What follows belongs to an exercise in optimizing a design on an open flow for a short achievable clock period; a production flow would make more cautious choices. At most, simulation tests tie the RTL to the original design; equivalence was not proved. Power and IR drop assume default switching activity.

// twms
module twms (
  input  logic        clk,
  input  logic        rst,           
  input  logic        cmd_valid,
  input  logic [1:0]  cmd_port,      
  input  logic [31:0] cmd_word,
  output logic        rsp_valid,
  output logic        rsp_ok,
  output logic [31:0] rsp_data,
  output logic [1:0]  bo0_cnt,       
  output logic [10:0] bo0_act0,
  output logic [10:0] bo0_act1,
  output logic [1:0]  bo1_cnt,       
  output logic [10:0] bo1_act0,
  output logic [10:0] bo1_act1,
  output logic        sleep_valid,   
  output logic [2:0]  sleep_level,
  output logic        pwr_asleep,    
  output logic [2:0]  pwr_level,
  output logic        halt,          
  output logic [2:0]  fcode,
  output logic [7:0]  finfo
);
  localparam logic [10:0] BA_START = 11'h000, BA_STOP = 11'h100, BA_TX = 11'h400;
  logic [1:0][2:0]  st_q;
  logic [1:0]       avail_q;
  logic [1:0]       mode_q;
  logic [1:0][6:0]  paddr_q;
  logic [1:0][7:0]  raddr_q;
  logic [1:0][2:0]  rem_q;
  logic [1:0][31:0] buf_q;
  logic [1:0][31:0] evoh_q;      
  logic [1:0][2:0]  if_q;
  logic [1:0][2:0]  ien_q;
  logic [1:0][7:0]  rxdata_q;
  logic [31:0]      ev_q;
  logic [4:0][4:0]  vt_q;        
  logic [1:0]       rem1_q, rem2_q;    
  logic [1:0][3:0]  rl1_q, rl2_q;      
  logic [1:0]       x_xs;        
  logic [1:0]       x_bw;        
  logic [1:0][2:0]  x_hv;        
  ...
For scale: about 140 I/O pins, ~24000 um^2 of cells after synthesis.
Settings: LEC_CHECK=0, CAP_MARGIN=20, CORE_MARGIN=2, CORE_UTILIZATION=40, GPL_ROUTABILITY_DRIVEN=0, PLACE_DENSITY=0.6, SLEW_MARGIN=20, SYNTH_HIERARCHICAL=1, SYNTH_MINIMUM_KEEP_SIZE=0; clock period 10.0 ns.
standard.sh (not shown) runs the stock make flow with config.mk's settings and CLKGATE_MAP_FILE= SYNTH_SCRIPT=/design/flow/synth_recipe.tcl, a recipe that flattens the netlist after the stock synthesis.
==> flow/flow/run.sh <==
#!/bin/bash
# Layout flow: the standard ORFS flow, with timing repair aimed at a setup
# slack margin well above what the 10 ns clock asks for, so that the resizer
# keeps working on the critical paths (the SDC is unchanged), and a last
# max-slew/max-cap repair after global routing (flow/post_grt.tcl). Port
# buffers are buf_4 (ORFS would pick a delay cell, clkdlybuf4s50_1).
# The platform's don't-use cells are extended with the slow high-stack gates
# (flow/dont_use.txt), for synthesis and for the resizer alike.
# make's output goes to standard_flow.log; each ORFS step logs under orfs/logs/.
set -euo pipefail
MARGIN=${MARGIN:-7.0}
DONT_USE=$(tr '\n' ' ' < flow/dont_use.txt)
bash standard.sh SETUP_SLACK_MARGIN=$MARGIN TNS_END_PERCENT=100 \
  "DONT_USE_CELLS=$DONT_USE" \
  "BUFFER_PORTS_ARGS=-buffer_cell sky130_fd_sc_hd__buf_4" \
  POST_GLOBAL_ROUTE_TCL=$PWD/flow/post_grt.tcl finish > standard_flow.log 2>&1
==> flow/flow/dont_use.txt <==
sky130_fd_sc_hd__probe_p_8
sky130_fd_sc_hd__probec_p_8
sky130_fd_sc_hd__lpflow_bleeder_1
sky130_fd_sc_hd__lpflow_clkbufkapwr_1
sky130_fd_sc_hd__lpflow_clkbufkapwr_16
sky130_fd_sc_hd__lpflow_clkbufkapwr_2
sky130_fd_sc_hd__lpflow_clkbufkapwr_4
sky130_fd_sc_hd__lpflow_clkbufkapwr_8
sky130_fd_sc_hd__lpflow_clkinvkapwr_1
sky130_fd_sc_hd__lpflow_clkinvkapwr_16
sky130_fd_sc_hd__lpflow_clkinvkapwr_2
sky130_fd_sc_hd__lpflow_clkinvkapwr_4
sky130_fd_sc_hd__lpflow_clkinvkapwr_8
sky130_fd_sc_hd__lpflow_decapkapwr_12
sky130_fd_sc_hd__lpflow_decapkapwr_3
sky130_fd_sc_hd__lpflow_decapkapwr_4
sky130_fd_sc_hd__lpflow_decapkapwr_6
sky130_fd_sc_hd__lpflow_decapkapwr_8
sky130_fd_sc_hd__lpflow_inputiso0n_1
sky130_fd_sc_hd__lpflow_inputiso0p_1
sky130_fd_sc_hd__lpflow_inputiso1n_1
sky130_fd_sc_hd__lpflow_inputiso1p_1
sky130_fd_sc_hd__lpflow_inputisolatch_1
sky130_fd_sc_hd__lpflow_isobufsrc_1
sky130_fd_sc_hd__lpflow_isobufsrc_16
sky130_fd_sc_hd__lpflow_isobufsrc_2
sky130_fd_sc_hd__lpflow_isobufsrc_4
sky130_fd_sc_hd__lpflow_isobufsrc_8
sky130_fd_sc_hd__lpflow_isobufsrckapwr_16
sky130_fd_sc_hd__lpflow_lsbuf_lh_hl_isowell_tap_1
sky130_fd_sc_hd__lpflow_lsbuf_lh_hl_isowell_tap_2
sky130_fd_sc_hd__lpflow_lsbuf_lh_hl_isowell_tap_4
sky130_fd_sc_hd__lpflow_lsbuf_lh_isowell_4
sky130_fd_sc_hd__lpflow_lsbuf_lh_isowell_tap_1
sky130_fd_sc_hd__lpflow_lsbuf_lh_isowell_tap_2
sky130_fd_sc_hd__lpflow_lsbuf_lh_isowell_tap_4
sky130_fd_sc_hd__or4_*
sky130_fd_sc_hd__nor4_*
sky130_fd_sc_hd__or4b_*
sky130_fd_sc_hd__nor4b_*
sky130_fd_sc_hd__or4bb_*
sky130_fd_sc_hd__nor4bb_*
sky130_fd_sc_hd__or3_*
sky130_fd_sc_hd__nor3_*
sky130_fd_sc_hd__or3b_*
sky130_fd_sc_hd__nor3b_*
sky130_fd_sc_hd__o41ai_*
sky130_fd_sc_hd__a41oi_*
sky130_fd_sc_hd__o41a_*
sky130_fd_sc_hd__a41o_*
sky130_fd_sc_hd__o311ai_*
sky130_fd_sc_hd__o2111ai_*
sky130_fd_sc_hd__a2111oi_*
sky130_fd_sc_hd__o2111a_*
sky130_fd_sc_hd__a2111o_*
sky130_fd_sc_hd__o311a_*
sky130_fd_sc_hd__a311oi_*
sky130_fd_sc_hd__a311o_*
sky130_fd_sc_hd__o32ai_*
sky130_fd_sc_hd__o32a_*
sky130_fd_sc_hd__a32oi_*
sky130_fd_sc_hd__a32o_*
sky130_fd_sc_hd__o221ai_*
sky130_fd_sc_hd__o221a_*
sky130_fd_sc_hd__a221oi_*
sky130_fd_sc_hd__a221o_*
sky130_fd_sc_hd__o211ai_*
sky130_fd_sc_hd__o211a_*
sky130_fd_sc_hd__a211oi_*
sky130_fd_sc_hd__a211o_*
sky130_fd_sc_hd__o31ai_*
sky130_fd_sc_hd__o31a_*
sky130_fd_sc_hd__a31oi_*
sky130_fd_sc_hd__a31o_*
sky130_fd_sc_hd__o22a_*
sky130_fd_sc_hd__a22o_*
sky130_fd_sc_hd__a2bb2o_*
sky130_fd_sc_hd__o2bb2a_*
sky130_fd_sc_hd__a2bb2oi_*
sky130_fd_sc_hd__o2bb2ai_*
sky130_fd_sc_hd__and4_*
sky130_fd_sc_hd__and4b_*
sky130_fd_sc_hd__and4bb_*
sky130_fd_sc_hd__nand4b_*
sky130_fd_sc_hd__nand4bb_*
Other scripts of this flow, unchanged in this note and not shown: flow/flow/post_grt.tcl
The starting point went through all stages and came out clean.
Edit:
- GPL_ROUTABILITY_DRIVEN: 0 -> default
- SYNTH_MINIMUM_KEEP_SIZE: 0 -> 800
Power stays flat.
Core utilization fell by 0.24 points.
Count of clock-buffer cells in the layout rose by 3.
Sequential cell count stays the same.
Global-route usage fell by 0.11 points.
Edit:
- PLACE_DENSITY: 0.6 -> 0.75
- SYNTH_MINIMUM_KEEP_SIZE: 800 -> 0
- The new run ran to the end with no violations
- design area increases by 1.2%
- clock power barely changes
- worst hold slack gets worse by 0.028 ns
- setup slack gets better by 0.051 ns
- routed wire length decreases by 2.2%
- cell count increases by 3.2%
- fmax increases by 1.6%
- power increases by 0.97%
- global-route usage decreases by 0.84 points
Edit:
--- a/flow/flow/dont_use.txt
+++ b/flow/flow/dont_use.txt
@@ -84,2 +84,12 @@
 sky130_fd_sc_hd__nand4b_*
 sky130_fd_sc_hd__nand4bb_*
+sky130_fd_sc_hd__a222oi_1
+sky130_fd_sc_hd__and3b_1
+sky130_fd_sc_hd__and3b_2
+sky130_fd_sc_hd__and3b_4
+sky130_fd_sc_hd__and3_1
+sky130_fd_sc_hd__and3_2
+sky130_fd_sc_hd__and3_4
+sky130_fd_sc_hd__mux4_1
+sky130_fd_sc_hd__mux4_2
+sky130_fd_sc_hd__mux4_4
- PLACE_DENSITY: 0.75 -> 0.6
Result: Clock skew decreases by 0.014 ns; sequential share of layout area stays flat; core utilization drops by 1.1 points; critical path depth stays the same; maximum frequency falls by about 1.2%.
Edit:
--- a/flow/flow/dont_use.txt
+++ b/flow/flow/dont_use.txt
@@ -55,41 +55,2 @@
 sky130_fd_sc_hd__a2111o_*
 sky130_fd_sc_hd__o311a_*
-sky130_fd_sc_hd__a311oi_*
-sky130_fd_sc_hd__a311o_*
-sky130_fd_sc_hd__o32ai_*
-sky130_fd_sc_hd__o32a_*
-sky130_fd_sc_hd__a32oi_*
-sky130_fd_sc_hd__a32o_*
-sky130_fd_sc_hd__o221ai_*
-sky130_fd_sc_hd__o221a_*
-sky130_fd_sc_hd__a221oi_*
-sky130_fd_sc_hd__a221o_*
-sky130_fd_sc_hd__o211ai_*
-sky130_fd_sc_hd__o211a_*
-sky130_fd_sc_hd__a211oi_*
-sky130_fd_sc_hd__a211o_*
-sky130_fd_sc_hd__o31ai_*
-sky130_fd_sc_hd__o31a_*
-sky130_fd_sc_hd__a31oi_*
-sky130_fd_sc_hd__a31o_*
-sky130_fd_sc_hd__o22a_*
-sky130_fd_sc_hd__a22o_*
-sky130_fd_sc_hd__a2bb2o_*
-sky130_fd_sc_hd__o2bb2a_*
-sky130_fd_sc_hd__a2bb2oi_*
-sky130_fd_sc_hd__o2bb2ai_*
-sky130_fd_sc_hd__and4_*
-sky130_fd_sc_hd__and4b_*
-sky130_fd_sc_hd__and4bb_*
-sky130_fd_sc_hd__nand4b_*
-sky130_fd_sc_hd__nand4bb_*
-sky130_fd_sc_hd__a222oi_1
-sky130_fd_sc_hd__and3b_1
-sky130_fd_sc_hd__and3b_2
-sky130_fd_sc_hd__and3b_4
-sky130_fd_sc_hd__and3_1
-sky130_fd_sc_hd__and3_2
-sky130_fd_sc_hd__and3_4
-sky130_fd_sc_hd__mux4_1
-sky130_fd_sc_hd__mux4_2
-sky130_fd_sc_hd__mux4_4
- The changed run completed with no timing, DRC or antenna violations
- hold slack is worse by 0.0038 ns
- core utilization increases by 0.69 points
- count of clock-buffer cells in the layout increases by 2
- routed wire length decreases by about 0.8%

twms, a different RTL version from the one above (not shown whole).
For scale: roughly 2,400 cells after synthesis, about 470 flip-flops, roughly 0.021 mm² of cells after synthesis.
clock: 10.0 ns
lec_check: 0
cap_margin: 20
core_margin: 2
core_utilization: 40
place_density: 0.6
slew_margin: 20
==> flow/flow/run.sh <==
#!/bin/bash
# Layout flow: the standard ORFS flow, with timing repair aimed at a setup
# slack margin well above what the 10 ns clock asks for, so that the resizer
# keeps working on the critical paths (the SDC is unchanged), and a last
# max-slew/max-cap repair after global routing (flow/post_grt.tcl), and a
# first timing repair right after detailed placement (flow/post_dp.tcl). Port
# buffers are buf_4 (ORFS would pick a delay cell, clkdlybuf4s50_1).
# The platform's don't-use cells are extended with the slow high-stack gates
# (flow/dont_use.txt), for synthesis and for the resizer alike.
# make's output goes to standard_flow.log; each ORFS step logs under orfs/logs/.
set -euo pipefail
MARGIN=${MARGIN:-7.0}
DONT_USE=$(tr '\n' ' ' < flow/dont_use.txt)
bash standard.sh SETUP_SLACK_MARGIN=$MARGIN TNS_END_PERCENT=100 \
  "DONT_USE_CELLS=$DONT_USE" \
  "BUFFER_PORTS_ARGS=-buffer_cell sky130_fd_sc_hd__buf_4" \
  POST_DETAIL_PLACE_TCL=$PWD/flow/post_dp.tcl \
  POST_GLOBAL_ROUTE_TCL=$PWD/flow/post_grt.tcl finish > standard_flow.log 2>&1
==> flow/flow/post_dp.tcl <==
# After detailed placement: a first timing repair with placement parasitics,
# at the same setup margin as the later repairs (ORFS runs none here), then
# legalize again.
set_dont_use $::env(DONT_USE_CELLS)
estimate_parasitics -placement
repair_timing -setup_margin 7.0 -repair_tns 100
detailed_placement
optimize_mirroring
estimate_parasitics -placement
Other scripts of this flow, unchanged in this note and not shown: flow/flow/dont_use.txt, flow/flow/post_grt.tcl
Change:
--- a/flow/flow/post_dp.tcl
+++ b/flow/flow/post_dp.tcl
@@ -4,5 +4,5 @@
 set_dont_use $::env(DONT_USE_CELLS)
 estimate_parasitics -placement
-repair_timing -setup_margin 7.0 -repair_tns 100
+repair_timing -setup_margin $::env(SETUP_SLACK_MARGIN) -repair_tns 100
 detailed_placement
 optimize_mirroring
=> This time the run did not get past detailed placement; synthesized cell count stays the same; area after synthesis stays the same.
No functional check of the RTL was part of any run of this note.

twms, a different RTL version from the one above (not shown whole).
For scale: roughly 2300 cells after synthesis, ~460 flip-flops, roughly 140 I/O pins, roughly 20000 um^2 of cells after synthesis.
Settings: LEC_CHECK=0, CAP_MARGIN=20, CORE_MARGIN=2, CORE_UTILIZATION=40, PLACE_DENSITY=0.6, SLEW_MARGIN=20; clock period 10.0 ns.
==> flow/flow/run.sh <==
#!/bin/bash
# Layout flow: the standard ORFS flow, with timing repair aimed at a setup
# slack margin well above what the 10 ns clock asks for, so that the resizer
# keeps working on the critical paths (the SDC is unchanged), and a last
# max-slew/max-cap repair after global routing (flow/post_grt.tcl). Port
# buffers are buf_4 (ORFS would pick a delay cell, clkdlybuf4s50_1).
# The platform's don't-use cells are extended with the slow high-stack gates
# (flow/dont_use.txt), for synthesis and for the resizer alike.
# make's output goes to standard_flow.log; each ORFS step logs under orfs/logs/.
set -euo pipefail
MARGIN=${MARGIN:-7.0}
DONT_USE=$(tr '\n' ' ' < flow/dont_use.txt)
bash standard.sh SETUP_SLACK_MARGIN=$MARGIN TNS_END_PERCENT=100 \
  "DONT_USE_CELLS=$DONT_USE" \
  "BUFFER_PORTS_ARGS=-buffer_cell sky130_fd_sc_hd__buf_4" \
  POST_GLOBAL_ROUTE_TCL=$PWD/flow/post_grt.tcl finish > standard_flow.log 2>&1
Other scripts of this flow, unchanged in this note and not shown: flow/flow/dont_use.txt, flow/flow/post_grt.tcl
Change:
--- a/flow/flow/run.sh
+++ b/flow/flow/run.sh
@@ -9,5 +9,5 @@
 # make's output goes to standard_flow.log; each ORFS step logs under orfs/logs/.
 set -euo pipefail
-MARGIN=${MARGIN:-7.0}
+MARGIN=${MARGIN:-7.4}
 DONT_USE=$(tr '\n' ' ' < flow/dont_use.txt)
 bash standard.sh SETUP_SLACK_MARGIN=$MARGIN TNS_END_PERCENT=100 \
Result: Setup slack got worse by 0.038 ns; cell area rises by 3.1%; global-route usage rises by 0.76 points.

== violet ==
RTL: one of the versions met above, not the one the previous note started from.
Size: roughly 140 I/O pins, roughly 24000 µm² of cells after synthesis.
export LEC_CHECK = 0
export CAP_MARGIN = 20
export CORE_MARGIN = 2
export CORE_UTILIZATION = 40
export PLACE_DENSITY = 0.6
export SLEW_MARGIN = 20
export SYNTH_HIERARCHICAL = 1
export SYNTH_MINIMUM_KEEP_SIZE = 0
create_clock -name core_clock -period 10.0 [get_ports {clk}]
==> flow/flow/run.sh <==
#!/bin/bash
# Layout flow: the standard ORFS flow, with timing repair aimed at a setup
# slack margin well above what the 10 ns clock asks for, so that the resizer
# keeps working on the critical paths (the SDC is unchanged), and a last
# max-slew/max-cap repair after global routing (flow/post_grt.tcl). Port
# buffers are buf_4 (ORFS would pick a delay cell, clkdlybuf4s50_1).
# The platform's don't-use cells are extended with the slow high-stack gates
# (flow/dont_use.txt), for synthesis and for the resizer alike.
# make's output goes to standard_flow.log; each ORFS step logs under orfs/logs/.
set -euo pipefail
MARGIN=${MARGIN:-7.25}
DONT_USE=$(tr '\n' ' ' < flow/dont_use.txt)
bash standard.sh SETUP_SLACK_MARGIN=$MARGIN TNS_END_PERCENT=100 \
  "DONT_USE_CELLS=$DONT_USE" \
  "BUFFER_PORTS_ARGS=-buffer_cell sky130_fd_sc_hd__buf_4" \
  POST_GLOBAL_ROUTE_TCL=$PWD/flow/post_grt.tcl finish > standard_flow.log 2>&1
Other scripts of this flow, unchanged in this note and not shown: flow/flow/dont_use.txt, flow/flow/post_grt.tcl
Edits applied to the flow inputs when going from violet to tundra:
Settings: swapping 40 for 30 in CORE_UTILIZATION.
-- flow/flow/run.sh --
<<< violet, line 9
# make's output goes to standard_flow.log; each ORFS step logs under orfs/logs/.
set -euo pipefail
MARGIN=${MARGIN:-7.25}
DONT_USE=$(tr '\n' ' ' < flow/dont_use.txt)
bash standard.sh SETUP_SLACK_MARGIN=$MARGIN TNS_END_PERCENT=100 \
>>> tundra, line 9
# make's output goes to standard_flow.log; each ORFS step logs under orfs/logs/.
set -euo pipefail
MARGIN=${MARGIN:-7.0}
DONT_USE=$(tr '\n' ' ' < flow/dont_use.txt)
bash standard.sh SETUP_SLACK_MARGIN=$MARGIN TNS_END_PERCENT=100 \
### Flow results
- tundra and violet all finish clean.
- Overall die width: tundra and violet compared, higher one is tundra
- Diff tundra..violet | data arrival time at the worst-slack endpoint | negligible
- Violation count after the first detailed-routing iteration up about 5% in tundra wrt violet
Modified inputs, pepper compared to tundra
Settings: CORE_UTILIZATION: 30 -> 40.
==> notes.md <==
Relative to tundra, global-route wire length before repair increased by about 3.3% in pepper. Number of non-clock buffers in the layout went down by a few percent going from tundra to pepper. Power of the clock network ends up higher on pepper. [pepper vs tundra] minimum hold slack: higher in pepper. Of the two candidates, tundra has the better power and pepper the worse one.

==> re-timing with driven ports <==
How much do the figures lean on ideal ports? The routed layouts below were timed once more, with nothing changed but the port constraints.
Step 1 sets driving cells, clkbuf_16 on the clock port and buf_2 on the other inputs (assumed; they add their load-dependent delay and slew).
Step 2 adds t to the input delays and takes it off the output delays; t is the mean of the earliest and latest rising clock arrival at the registers after step 1. Input paths then give back, and output paths get back, about the clock's delay inside the block.
Slacks: ideal ports / drivers / drivers and shift; pairs: ideal ports / drivers.
run | t (ns) | setup slack, ns | hold slack, ns
the first run of note 1 | 0.675 | 6.825 / 6.764 / 6.112 | 0.470 / 0.470 / 0.470
the second run of note 1 | 0.686 | 6.791 / 6.693 / 6.007 | 0.510 / 0.510 / 0.510
the third run of note 1 | 0.660 | 6.842 / 6.780 / 6.162 | 0.483 / 0.483 / 0.483
the fourth run of note 1 | 0.677 | 6.803 / 6.742 / 6.205 | 0.464 / 0.464 / 0.464
the fifth run of note 1 | 0.692 | 6.818 / 6.729 / 6.037 | 0.460 / 0.460 / 0.460
the first run of note 2 | 0.672 | 6.738 / 6.638 / 5.966 | 0.480 / 0.480 / 0.480
the first run of note 3 | 0.637 | 6.765 / 6.712 / 6.085 | 0.492 / 0.492 / 0.492
the second run of note 3 | 0.657 | 6.726 / 6.587 / 5.930 | 0.490 / 0.490 / 0.490
violet | 0.683 | 6.829 / 6.737 / 6.054 | 0.487 / 0.487 / 0.487
tundra | 0.669 | 6.840 / 6.779 / 6.155 | 0.459 / 0.459 / 0.459
pepper | 0.682 | 6.836 / 6.773 / 6.182 | 0.474 / 0.474 / 0.474
After both steps setup and hold are still met in every run listed. The setup slack of the second run of note 3, which loses most, moves by -0.139 ns with the drivers and by -0.796 ns with both steps.
